From an optimization exercise on the open Yosys and OpenROAD flow, aimed at small area; shortcuts taken in it are not production practice. The RTL was checked by simulation tests, not by an equivalence proof against the original design. The clock cells of this run come from the design's own scripts or RTL, not from TritonCTS. The clock port is modelled as an ideal driver, which makes a skipped or thinned clock tree look cheaper than it is; a real chip needs a root buffer or a tree. Power figures rest on the tool's default switching activity, not on a simulated workload.

==> design/flow/design.v <==
module relay_encoder (
    input  wire [3:0] op,
    input  wire       is_open,
    input  wire       board_given,
    input  wire [7:0] board_arg,
    input  wire       def_ok,       
    input  wire       def_big,      
    input  wire [7:0] relay,
    output wire [1:0] err           
);
    wire is_cmd    = !op[3];
    wire is_start  = (op == 4'd8);
    wire is_stop   = (op == 4'd9);
    wire refused   = is_cmd ? !is_open : !((is_start && !is_open) || (is_stop && is_open));
    wire use_arg   = board_given || (op[2:0] == 3'd7);
    wire cfg_err   = !use_arg && !def_ok && !def_big;
    wire board_big = use_arg ? (board_arg[7:3] != 5'd0) : (!def_ok && def_big);
    wire relay_cmd = (op[2:0] <= 3'd2);
    wire relay_bad = relay_cmd ? (relay[7:3] != 5'd0 || relay[2:0] == 3'd0) : (relay != 8'd0);
    wire addr_err  = board_big || relay_bad;
    assign err = refused           ? 2'd3 :
                 !is_cmd           ? 2'd0 :
                 cfg_err           ? 2'd1 :
                 addr_err          ? 2'd2 : 2'd0;
endmodule
module relay_spi_xfer (
    input  wire       clk,
    input  wire       rst,
    output reg  [4:0] p20,
    output reg  [2:0] p8,
    output wire       pend,       
    output wire       rend        
);
    assign pend = p20[4] && p20[1] && p20[0];    
    assign rend = pend && (&p8);
    always @(posedge clk) begin
        if (rst) begin
            p20 <= 5'd0;
            p8  <= 3'd0;
        end else if (pend) begin
            p20 <= 5'd0;
            p8  <= p8 + 1'b1;
        end else begin
            p20 <= p20 + 1'b1;
        end
    end
endmodule
module relay_spi_ctrl (
    input  wire         clk,
    input  wire         rst,           
    input  wire         tick,          
    input  wire         req_valid,
    output wire         req_ready,
    input  wire [3:0]   req_op,
    input  wire         req_board_given,
    input  wire [7:0]   req_board,
    input  wire [7:0]   req_relay,
    output wire         resp_valid,
    output wire [1:0]   resp_err,
    output wire [6:0]   resp_state,
    output wire [159:0] resp_id,
    output reg  [4:0]   resp_id_len,
    output wire         fs,
    output reg          fs_oe,
    output wire         spi_cs_n,
    output wire         spi_sclk,
    output wire         spi_mosi,
    input  wire         spi_miso
);
    localparam ST_IDLE = 3'b000, ST_SETTLE = 3'b001, ST_RESP_OK = 3'b010, ST_RESP_ERR = 3'b011,
               ST_WAIT = 3'b100, ST_XFER = 3'b101, ST_TAIL = 3'b110, ST_TICK = 3'b111;
    reg  [2:0]   st;
    reg          def_ok;
    reg  [2:0]   def_board;
    reg  [2:0]   cmd;           
    reg          board2;        
    reg  [4:0]   n;             
    reg          nz;            
    reg  [159:0] ring;
    wire [4:0]   p20;
    wire [2:0]   p8;
    wire         pend, rend;
    relay_spi_xfer u_time (
        .clk (clk),
        .rst (rst),
        .p20 (p20),
        .p8  (p8),
        .pend(pend),
        .rend(rend)
    );
    wire [1:0] err;
    relay_encoder u_enc (
        .op         (req_op),
        .is_open    (fs_oe),
        .board_given(req_board_given),
        .board_arg  (req_board),
        .def_ok     (def_ok),
        .def_big    (def_board[0]),
        .relay      (req_relay),
        .err        (err)
    );
    wire xfer     = (st == ST_XFER);
    wire tail     = (st == ST_TAIL);
    wire in_frame = (n[4:2] == 3'd0);         
    wire [2:0] board = (req_board_given || req_op[2:0] == 3'd7) ? req_board[2:0] : def_board;
    assign req_ready  = !st[2] && (st[1] || !st[0]);
    assign resp_valid = !st[2] && st[1];
    assign resp_err   = {2{st[0]}} & resp_id_len[1:0];
    assign fs         = st[2];
    assign spi_cs_n   = !(xfer || tail);
    wire grp      = (p20[4:2] == resp_id_len[4:2]);
    wire frame_tl = (n[4:3] == 2'd0 && n[1:0] == 2'd0);    
    assign spi_sclk   = (xfer && (in_frame ? p20[4] : (p8 != 3'd0 && grp))) ||
                        (tail && !frame_tl && p8 == 3'd0 && grp);
    reg [7:0] opcode;
    always @(*) begin
        case (cmd)
            3'd0: opcode = 8'h10;
            3'd1: opcode = 8'h11;
            3'd2: opcode = 8'h12;
            3'd3: opcode = 8'h60;
            3'd4: opcode = 8'h61;
            3'd5: opcode = 8'h62;
            3'd6: opcode = 8'h14;
            default: opcode = 8'h01;
        endcase
    end
    reg [7:0] fbyte;
    always @(*) begin
        case (n[1:0])
            2'd0: fbyte = {5'b00011, board2, resp_id_len[4:3]};
            2'd1: fbyte = opcode;
            2'd2: fbyte = {5'b00000, resp_id_len[2:0]};
            default: fbyte = 8'h00;
        endcase
    end
    assign spi_mosi = in_frame && fbyte[~p8];
    wire done = (n[4] && n[3]) || (n[4:1] == 4'b0010 && (n[0] ? !cmd[0] : !(cmd[2] && cmd[1])));
    wire last_byte = (n[4:2] != 3'd0) || (n[1:0] == 2'd3);
    wire wr = (p20 == resp_id_len);
    always @(posedge clk)
        ring <= {ring[158:0], wr ? spi_miso : ring[159]};
    genvar s, j;
    generate
        for (s = 0; s < 20; s = s + 1) begin : g_slot
            for (j = 0; j < 8; j = j + 1) begin : g_bit
                assign resp_id[8*s + 7 - j] = ring[159 - ((20*(j+1) + s) % 160)];
            end
        end
    endgenerate
    assign resp_state = resp_id[6:0];
    wire nz_next = nz || (wr && spi_miso);
    always @(posedge clk)
        nz <= !(xfer && p8 == 3'd0) && nz_next;
    wire n_inc = (st == ST_SETTLE && tick) || (xfer && rend);
    always @(posedge clk)
        n <= {5{!req_ready}} & (n + n_inc);
    wire ftail   = tail && pend && !p8[0] && frame_tl;
    wire len_inc = tail && pend && !p8[0] && (nz_next || !cmd[0]);
    always @(posedge clk)
        resp_id_len <= req_ready ? {board[1:0], req_relay[2], (err != 2'd0) ? err : req_relay[1:0]}
                                 : {5{!ftail}} & (resp_id_len + len_inc);
    always @(posedge clk) begin
        if (req_ready && !fs_oe) begin
            def_ok    <= req_board_given && (req_board[7:3] == 5'd0);
            def_board <= {req_board[2:1], (req_board_given && req_board[7:3] == 5'd0) ? req_board[0] : req_board_given};
        end
    end
    always @(posedge clk) begin
        if (rst) begin
            st    <= ST_IDLE;
            fs_oe <= 1'b0;
        end else if (req_ready) begin
            st          <= ST_IDLE;
            cmd         <= req_op[2:0];
            board2      <= board[2];
            if (req_valid) begin
                if (err != 2'd0) begin
                    st  <= ST_RESP_ERR;
                end else if (req_op == 4'd8) begin
                    fs_oe     <= 1'b1;
                    st        <= ST_SETTLE;
                end else if (req_op == 4'd9) begin
                    fs_oe <= 1'b0;
                    st    <= ST_RESP_OK;
                end else begin
                    st <= ST_WAIT;
                end
            end
        end else begin
            case (st)
                ST_SETTLE: if (tick) begin
                    if (n[3] && n[0]) st <= ST_RESP_OK;        
                end
                ST_WAIT: if (rend) st <= done ? ST_RESP_OK : ST_XFER;
                ST_XFER: if (rend) begin
                    if (last_byte) st <= ST_TAIL;
                end
                ST_TAIL: if (pend && p8[0]) st <= ST_TICK;    
                ST_TICK: if (tick) st <= ST_WAIT;
                default: st <= ST_IDLE;
            endcase
        end
    end
endmodule
==> design/flow/flow/run.sh <==
#!/bin/bash
# The standard layout with these changes: the logic mapped again for area after
# floorplan (post_floorplan.tcl), port buffers of the smallest buffer cell, the
# logic downsized before clock tree synthesis (pre_cts.tcl), and a clock tree of
# 10 balanced clkbuf_8 leaves under one clkbuf_4 root (post_cts.tcl). Each
# tool's output goes to its own log in this folder.
set -euo pipefail
export BUFFER_PORTS_ARGS="-buffer_cell sky130_fd_sc_hd__buf_1"
export CTS_ARGS="-sink_clustering_enable -repair_clock_nets -dont_use_dummy_load -buf_list sky130_fd_sc_hd__clkbuf_8"
export POST_FLOORPLAN_TCL="$PWD/flow/post_floorplan.tcl"
export PRE_CTS_TCL="$PWD/flow/pre_cts.tcl"
export POST_CTS_TCL="$PWD/flow/post_cts.tcl"
bash standard.sh synth > make_synth.log 2>&1
bash standard.sh finish > make_finish.log 2>&1
cp -r orfs/logs/* . 2>/dev/null || true
==> design/flow/flow/cts_manual.tcl <==
# Replace the clock tree with NLEAF leaf buffers of cell LEAF_CELL, fed straight from
# the clock port, each driving one cluster of the registers (k-means on their places).
proc manual_clock_tree { nleaf leaf_cell {root_cell ""} } {
  set block [ord::get_db_block]
  set db [ord::get_db]
  set clk [$block findNet clk]
  set master [$db findMaster $leaf_cell]
  # registers' clock pins, found through the existing tree
  set sinks {}
  set bufs {}
  set todo [list $clk]
  while {[llength $todo]} {
    set n [lindex $todo 0]; set todo [lrange $todo 1 end]
    foreach it [$n getITerms] {
      if {![$it isInputSignal]} { continue }
      set inst [$it getInst]
      set m [[$inst getMaster] getName]
      if {[string match "*clkbuf*" $m] || [string match "*clkinv*" $m] || [string match "*_buf_*" $m]} {
        lappend bufs $inst
        foreach o [$inst getITerms] { if {[$o isOutputSignal] && [$o getNet] != "NULL"} { lappend todo [$o getNet] } }
      } else {
        lappend sinks $it
      }
    }
  }
  puts "manual_clock_tree: [llength $sinks] sinks, removing [llength $bufs] buffers"
  # points
  set pts {}
  foreach it $sinks {
    set b [[$it getInst] getBBox]
    lappend pts [list [expr {([$b xMin]+[$b xMax])/2.0}] [expr {([$b yMin]+[$b yMax])/2.0}]]
  }
  # k-means, seeded along the sorted x+y order
  set n [llength $pts]
  set order [lsort -real -index 0 [lmap p $pts {list [expr {[lindex $p 0]+[lindex $p 1]}] $p}]]
  set cent {}
  for {set k 0} {$k < $nleaf} {incr k} {
    lappend cent [lindex $order [expr {int(($k+0.5)*$n/$nleaf)}] 1]
  }
  for {set iter 0} {$iter < 50} {incr iter} {
    set cap [expr {int(ceil(double($n)/$nleaf)) + 1}]
    set pairs {}
    set i 0
    foreach p $pts {
      for {set k 0} {$k < $nleaf} {incr k} {
        set c [lindex $cent $k]
        lappend pairs [list [expr {abs([lindex $p 0]-[lindex $c 0]) + abs([lindex $p 1]-[lindex $c 1])}] $i $k]
      }
      incr i
    }
    set pairs [lsort -real -index 0 $pairs]
    set asg [lrepeat $n -1]
    set fill [lrepeat $nleaf 0]
    foreach pr $pairs {
      lassign $pr d i k
      if {[lindex $asg $i] >= 0} { continue }
      if {[lindex $fill $k] >= $cap} { continue }
      lset asg $i $k
      lset fill $k [expr {[lindex $fill $k] + 1}]
    }
    set newc {}
    for {set k 0} {$k < $nleaf} {incr k} {
      set sx 0; set sy 0; set cnt 0
      foreach p $pts a $asg { if {$a == $k} { set sx [expr {$sx+[lindex $p 0]}]; set sy [expr {$sy+[lindex $p 1]}]; incr cnt } }
      if {$cnt > 0} { lappend newc [list [expr {$sx/$cnt}] [expr {$sy/$cnt}]] } else { lappend newc [lindex $cent $k] }
    }
    set cent $newc
  }
  # remove the old tree
  foreach inst $bufs {
    foreach o [$inst getITerms] {
      if {[$o isOutputSignal]} { set on [$o getNet]; $o disconnect; if {$on != "NULL"} { foreach it [$on getITerms] { $it disconnect }; odb::dbNet_destroy $on } }
    }
    odb::dbInst_destroy $inst
  }
  foreach it $sinks { if {[$it getNet] != "NULL"} { $it disconnect } }
  # a root buffer in the middle of the leaves when there are more than the port may feed
  set feed $clk
  if {$root_cell != ""} {
    set rinst [odb::dbInst_create $block [$db findMaster $root_cell] "cts_root"]
    set feed [odb::dbNet_create $block "clknet_root"]
    $feed setSigType CLOCK
    foreach it [$rinst getITerms] {
      set mt [[$it getMTerm] getName]
      if {$mt == "A"} { $it connect $clk }
      if {$mt == "X"} { $it connect $feed }
    }
    set sx 0; set sy 0
    foreach c $cent { set sx [expr {$sx+[lindex $c 0]}]; set sy [expr {$sy+[lindex $c 1]}] }
    $rinst setLocation [expr {int($sx/$nleaf)}] [expr {int($sy/$nleaf)}]
    $rinst setPlacementStatus PLACED
  }
  # new leaves
  for {set k 0} {$k < $nleaf} {incr k} {
    set inst [odb::dbInst_create $block $master "cts_leaf_$k"]
    set net [odb::dbNet_create $block "clknet_leaf_$k"]
    $net setSigType CLOCK
    foreach it [$inst getITerms] {
      set mt [[$it getMTerm] getName]
      if {$mt == "A"} { $it connect $feed }
      if {$mt == "X"} { $it connect $net }
    }
    set c [lindex $cent $k]
    $inst setLocation [expr {int([lindex $c 0])}] [expr {int([lindex $c 1])}]
    $inst setPlacementStatus PLACED
    set cnt 0
    foreach it $sinks a $asg { if {$a == $k} { $it connect $net; incr cnt } }
    puts "  leaf $k: $cnt sinks at $c"
  }
  global_connect
}
==> design/flow/flow/downsize.tcl <==
# Downsize every logic cell to the smallest drive strength of its function whose
# output slew stays low; synthesis sizes cells for speed the 20 ns clock does not need.
proc downsize_logic { max_slew } {
  set lib_prefix "sky130_fd_sc_hd__"
  set saved 0.0
  set n 0
  foreach inst [get_cells *] {
    set ref [get_property $inst ref_name]
    if {![regexp "^${lib_prefix}(.+)_(\[0-9\]+)\$" $ref -> func drive]} { continue }
    if {[regexp {^(df|edf|sdf|dl|clk|tap|fill|decap|conb|buf_1$)} $func]} { continue }
    if {$drive <= 1} { continue }
    set name [get_full_name $inst]
    set outs [get_pins -of_objects $inst -filter "direction == output"]
    set orig_area [get_property [get_lib_cells */$ref] area]
    foreach d {0 1 2 4 6 8} {
      if {$d >= $drive} { break }
      set cand [get_lib_cells -quiet */${lib_prefix}${func}_$d]
      if {$cand == ""} { continue }
      if {[get_property $cand dont_use]} { continue }
      replace_cell $inst $cand
      estimate_parasitics -placement
      set ok 1
      foreach o $outs { if {[get_property $o slew_max] > $max_slew} { set ok 0 } }
      if {$ok} {
        set saved [expr {$saved + $orig_area - [get_property $cand area]}]
        incr n
        break
      }
      replace_cell $inst [get_lib_cells */$ref]
    }
  }
  estimate_parasitics -placement
  puts "downsize_logic: $n cells downsized, [format %.1f $saved] um2 saved"
}
==> design/flow/flow/halfadd.tcl <==
# A half adder whose sum output drives nothing is an and gate: swap it for and2_1
# (and one whose carry drives nothing for xor2_1).
proc trim_half_adders { } {
  set block [ord::get_db_block]
  set db [ord::get_db]
  set n 0
  foreach inst [$block getInsts] {
    if {[[$inst getMaster] getName] != "sky130_fd_sc_hd__ha_1"} { continue }
    set nets {}
    foreach it [$inst getITerms] {
      set net [$it getNet]
      set loads 0
      if {$net != "NULL"} {
        foreach o [$net getITerms] { if {[$o isInputSignal]} { incr loads } }
        incr loads [llength [$net getBTerms]]
      }
      dict set nets [[$it getMTerm] getName] [list $net $loads]
    }
    lassign [dict get $nets SUM] snet sloads
    lassign [dict get $nets COUT] cnet cloads
    if {$sloads == 0} {
      set cell sky130_fd_sc_hd__and2_1; set out X; set onet $cnet
    } elseif {$cloads == 0} {
      set cell sky130_fd_sc_hd__xor2_1; set out X; set onet $snet
    } else { continue }
    set name [$inst getName]
    set loc [$inst getLocation]
    set anet [lindex [dict get $nets A] 0]
    set bnet [lindex [dict get $nets B] 0]
    foreach it [$inst getITerms] { $it disconnect }
    odb::dbInst_destroy $inst
    foreach netx [list $snet $cnet] {
      if {$netx != "NULL" && [llength [$netx getITerms]] == 0 && [llength [$netx getBTerms]] == 0} { odb::dbNet_destroy $netx }
    }
    set new [odb::dbInst_create $block [$db findMaster $cell] $name]
    foreach it [$new getITerms] {
      switch [[$it getMTerm] getName] {
        A { $it connect $anet }
        B { $it connect $bnet }
        X { $it connect $onet }
      }
    }
    $new setLocation [lindex $loc 0] [lindex $loc 1]
    $new setPlacementStatus PLACED
    incr n
  }
  global_connect
  puts "trim_half_adders: $n half adders replaced"
}
==> design/flow/flow/post_cts.tcl <==
# After clock tree synthesis: replace its tree (16 leaf buffers of about 12
# registers each) by 10 leaf clkbuf_8 buffers of about 19 registers each, fed by
# one clkbuf_4 root, then legalize (see cts_manual.tcl).
source [file join [file dirname [info script]] cts_manual.tcl]
manual_clock_tree 10 sky130_fd_sc_hd__clkbuf_8 sky130_fd_sc_hd__clkbuf_4
detailed_placement
check_placement -verbose
estimate_parasitics -placement
report_clock_skew
report_worst_slack -min
report_worst_slack -max
==> design/flow/flow/post_floorplan.tcl <==
# After floorplan, before placement and port buffering: map the logic again for
# area with OpenROAD's restructure (ABC). Registers are not touched.
set rmp_dir [file join $::env(OBJECTS_DIR) rmp]
file mkdir $rmp_dir
report_design_area
# two passes: the second still finds some area, a third does not
foreach pass {1 2} {
  restructure -target area -slack_threshold 100 \
    -liberty_file [lindex $::env(LIB_FILES) 0] \
    -tielo_port "[lindex $::env(TIELO_CELL_AND_PORT) 0]/[lindex $::env(TIELO_CELL_AND_PORT) 1]" \
    -tiehi_port "[lindex $::env(TIEHI_CELL_AND_PORT) 0]/[lindex $::env(TIEHI_CELL_AND_PORT) 1]" \
    -work_dir $rmp_dir
  report_design_area
}
# refuse a cell the platform marks don't-use
foreach inst [[ord::get_db_block] getInsts] {
  set m [[$inst getMaster] getName]
  foreach pat $::env(DONT_USE_CELLS) {
    if {[string match $pat $m]} { error "restructure used don't-use cell $m" }
  }
}
==> design/flow/flow/pre_cts.tcl <==
# Before clock tree synthesis: half adders with an unused output become plain
# gates (see halfadd.tcl), then the logic is downsized (see downsize.tcl).
source [file join [file dirname [info script]] halfadd.tcl]
source [file join [file dirname [info script]] downsize.tcl]
trim_half_adders
estimate_parasitics -placement
downsize_logic 0.4
==> design/flow/standard.sh <==
#!/bin/bash
# synth_recipe.tcl (not shown) runs the flow's synth.tcl, then flattens the netlist and writes it again
# the make line also repeats each setting of config.mk as NAME=value (left out here)
make -C /OpenROAD-flow-scripts/flow DESIGN_CONFIG=/design/flow/config.mk WORK_HOME=/design/flow/orfs CLKGATE_MAP_FILE= SYNTH_SCRIPT=/design/flow/synth_recipe.tcl "${@:-finish}"
==> design/flow/config.mk <==
export PLATFORM = sky130hd
export DESIGN_NAME = relay_spi_ctrl
export DESIGN_NICKNAME = relay_spi_ctrl
export VERILOG_FILES = /design/flow/design.v
export SDC_FILE = /design/flow/constraint.sdc
export NUM_CORES = 4
export LEC_CHECK = 0
export ABC_AREA = 1
export CAP_MARGIN = 20
export CORE_MARGIN = 2
export CORE_UTILIZATION = 75
export PLACE_DENSITY = 0.95
export SLEW_MARGIN = 20
==> design/flow/constraint.sdc <==
create_clock -name core_clock -period 20.0 [get_ports {clk}]
set_input_delay 4.0000 -clock core_clock [delete_from_list [all_inputs] [get_ports {clk}]]
set_output_delay 4.0000 -clock core_clock [all_outputs]
set_load 0.01 [all_outputs]
==> notes.md <==
-- critical path, cell delays in order (launching register included) --
cell       delay [ps]
edfxtp_1          440
clkinv_1          180
nor2_1            280
a211oi_1           80
o32ai_1           230
o32ai_1           130
a2111oi_0         330
o221a_1           250
buf_1             160
-- stage by stage --
step / worst slack (ps) / utilization [%] / hold slack (ps)
floorplan: 14770 / - / 382
global placement: 14100 / 84.6 / 332
detailed placement: 13920 / 84.6 / 334
global route: 13120 / 86.8 / 351
finish: 13420 / 86.8 / 339
-- per-layer routing --
layer / share of wire (%) / vias to the layer above / track usage, %
met4: 4.2 / 0 / 12.0
met5: 0 / - / 0
met2: 52 / 260 / 59.9
met1: 35 / 1760 / 34.6
li1: - / 1763 / -
met3: 8.6 / 50 / 6.25
-- layout make-up --
cell class                      count  area [µm²]  area share, %
Timing Repair Buffer              206         773           13.0
Sequential cell                   191        3900           65.5
Multi-Input combinational cell    156         867           14.5
Buffer                             11         145           2.44
Inverter                           40         150           2.52
Tap cell                           96         120           2.02
-- layout by cell type, fill, tap and decap left out --
cell       synthesis  layout
buf_1              0     206
dfxtp_1          183     183
clkinv_1           0      40
nor2_1            42      29
nand2_1           67      21
nor3_1             4      20
o21ai_0           17      20
a21oi_1           14      12
clkbuf_8           0      10
edfxtp_1           8       8
a31oi_1            4       7
o22ai_1            0       7
a211oi_1           1       4
o21a_1             0       4
a22oi_1            0       3
o32a_1             0       3
o32ai_1            0       3
a2111oi_0          0       2
a221oi_1           0       2
o221a_1            0       2
o221ai_1           0       2
o41ai_1            0       2
or3_1              0       2
clkbuf_4           0       1
a21boi_0           0       1
a222oi_1           0       1
a22o_1             0       1
a311oi_1           0       1
a32oi_1            0       1
nand3_1           24       1
nor2b_1            0       1
o2111ai_1          1       1
o211ai_1           0       1
o21bai_1           1       1
o311ai_0           0       1
-- sequential cells by signal, summed over array words and instances, names as in the netlist --
name	cells
ring	160
cmd	3
def_ok	1
st	3
def_board	3
u_time.p8	3
u_time.p20	5
fs_oe	1
board2	1
n	5
resp_id_len	5
nz	1
-- worst paths after layout --
path                                             start                     end  slack, ps  cells past startpoint
worst min-delay path                   ring[5]$_DFF_P_         ring[6]$_DFF_P_        340                      0
worst max-delay path                  cmd[1]$_DFFE_PP_                spi_mosi      13420                      8
worst max register to register  resp_id_len[4]$_DFF_P_  resp_id_len[4]$_DFF_P_      17130                     12
worst min register to register         ring[5]$_DFF_P_         ring[6]$_DFF_P_        340                      0
-- power by group through the flow --
stage / clock (mW) / sequential [mW] / combinational, mW
after floorplan: 0 / 0.415 / 0.0438
after global placement: 0 / 0.415 / 0.0565
final: 0.146 / 0.408 / 0.0613
after detailed placement: 0 / 0.416 / 0.0594
after global routing: 0.160 / 0.409 / 0.0673
-- logic make-up (layout without fill, tap and decap cells) --
kind of cell / count (synthesis) / count (layout)
DFF: 191 / 191
and+or+nand+nor: 161 / 74
buffers and inverters: 64 / 257
AOI/OAI and AO/OA: 46 / 82
adders and majority gates: 8 / 0
xor gates and xnor gates: 8 / 0
==> results.ini <==
[synthesis]
ys_ff_latch=191
seq_area_frac_synth_pct=72.9
synth_edf_count=8
yosysMostFrequentCell=dfxtp_1
synth_adder_area_share_pct=1.87
synthArstFlopShare_pct=0
synth_compound_area_share_pct=4.95
synthMuxAreaShare_pct=0
synth-simple-area-share_pct=13.9
ys_warn_count=2
ys_top_cells_by_area=dfxtp_1, nand2_1, edfxtp_1, inv_1, nor2_1
avgSynthCellArea_um2=11.2
synthDistinctLibCells=33
synth_nets=512
synth-xor-area-share_pct=1.31
synthFlopType=dfxtp_1
synth.top_cell.area_share_pct=68.4
syn_area_um2=5350
syn_inst=478
synth_top_area_cell=dfxtp_1
synth_top_family_by_area=simple AND/OR/NAND/NOR gates
synth_common_cells=dfxtp_1, nand2_1, inv_1

[clocking]
clkLatencyLatePin_ps=510
cts.reportedPaths.clkPinSlew_ps=110
clkSinkCount=191

[floorplanning]
die_x_um=88.5
die_h_um=88.5
coreArea_um2=6870
start_util_pct=77.9
row_count=30
ioPinCount=207
fp.dieArea_um2=7830

[placement]
place_inst=689
place_area_um2=5810
dpl.hpwl_um=9550
gp_congestion=1.09
io_buffers=206

[worst_setup_path]
cp_data_required_time_ps=16000
worst_setup_path_end_kind=output pin
cp.arrival_ps=2580
critical_path_class=reg -> out
crit_path_start_kind=register
path_max_fanout=5

[final_layout]
stdcell_area_um2=5960
drive_gt1_share_pct=1.82
fin_nets=632
n_antenna_cell=0
area_growth_pct=11.3
final_cells=700
nFillCells=335

[timing]
fin_setup_tns_ps=0
rsz0062_at_grt=no
finalHoldViolations=0
finClkSkew_ps=22.5
post-route-period-util_pct=32.9
fmax_mhz=152
drv_slew=0
setup_viol=0
worstMarginPinSlew_ps=783
period_needed_ps=6580
slew_headroom_pct=47.6

[route]
drc=0
wl_per_cell_um=18.2
vias=3833
vias_per_cell=5.48
ant_nets=0
detail_route.wirelength_um=12700
initialDrtViolationCount=214
dr.pass1.iters=5

[grt]
grt_pass1_vias=3627
grt_use_total_pct=31.6
grt_pass1_wl_um=18800
gr-total-overflow=0
antenna_found_initial=0
grt_max_degree=22

[pwr]
irDropWorstVdd_uv=94.5
p_leak_nw=2.16
internal_power_mw=0.464
p_per_area_nw_per_um2=103
power_frac_clock_pct=23.8
p_comb_share_pct=10.0
swShare_pct=24.6
seq_power_share_pct=66.3
p_switching_mw=0.151
power_mw=0.616

[hold_path]
worst_hold_path_type=reg -> reg

[flow_run]
cap_viol_max_count=0

[outcome]
outcome=no timing/DRC/antenna violations

-- static timing again, ports no longer ideal --
No port has a modelled driver above. Below, the same layout with a new extraction and two added sets of constraints. Step 1: set_driving_cell puts a clkbuf_16 on clk and a buf_2 on each other input, an assumption about the parent block. Step 2 times the ports against the registers' clock, not the clock port: input delays grow and output delays shrink by t, the midpoint of the rising clock arrivals with the driver on. Slacks: ideal ports / drivers / drivers and shift; pairs: ideal ports / drivers.
t (ns): 0.526
setup slack, ns: 13.420 / 13.390 / 13.806
clock arrival spread, ns: 0.027 / 0.027
worst slew at a driven data input, ns: 0.03
cell pins on the clock port's net: 1
After both steps setup and hold are still met in this run. The setup slack of this run moves by -0.030 ns with the drivers and by +0.386 ns with both steps.
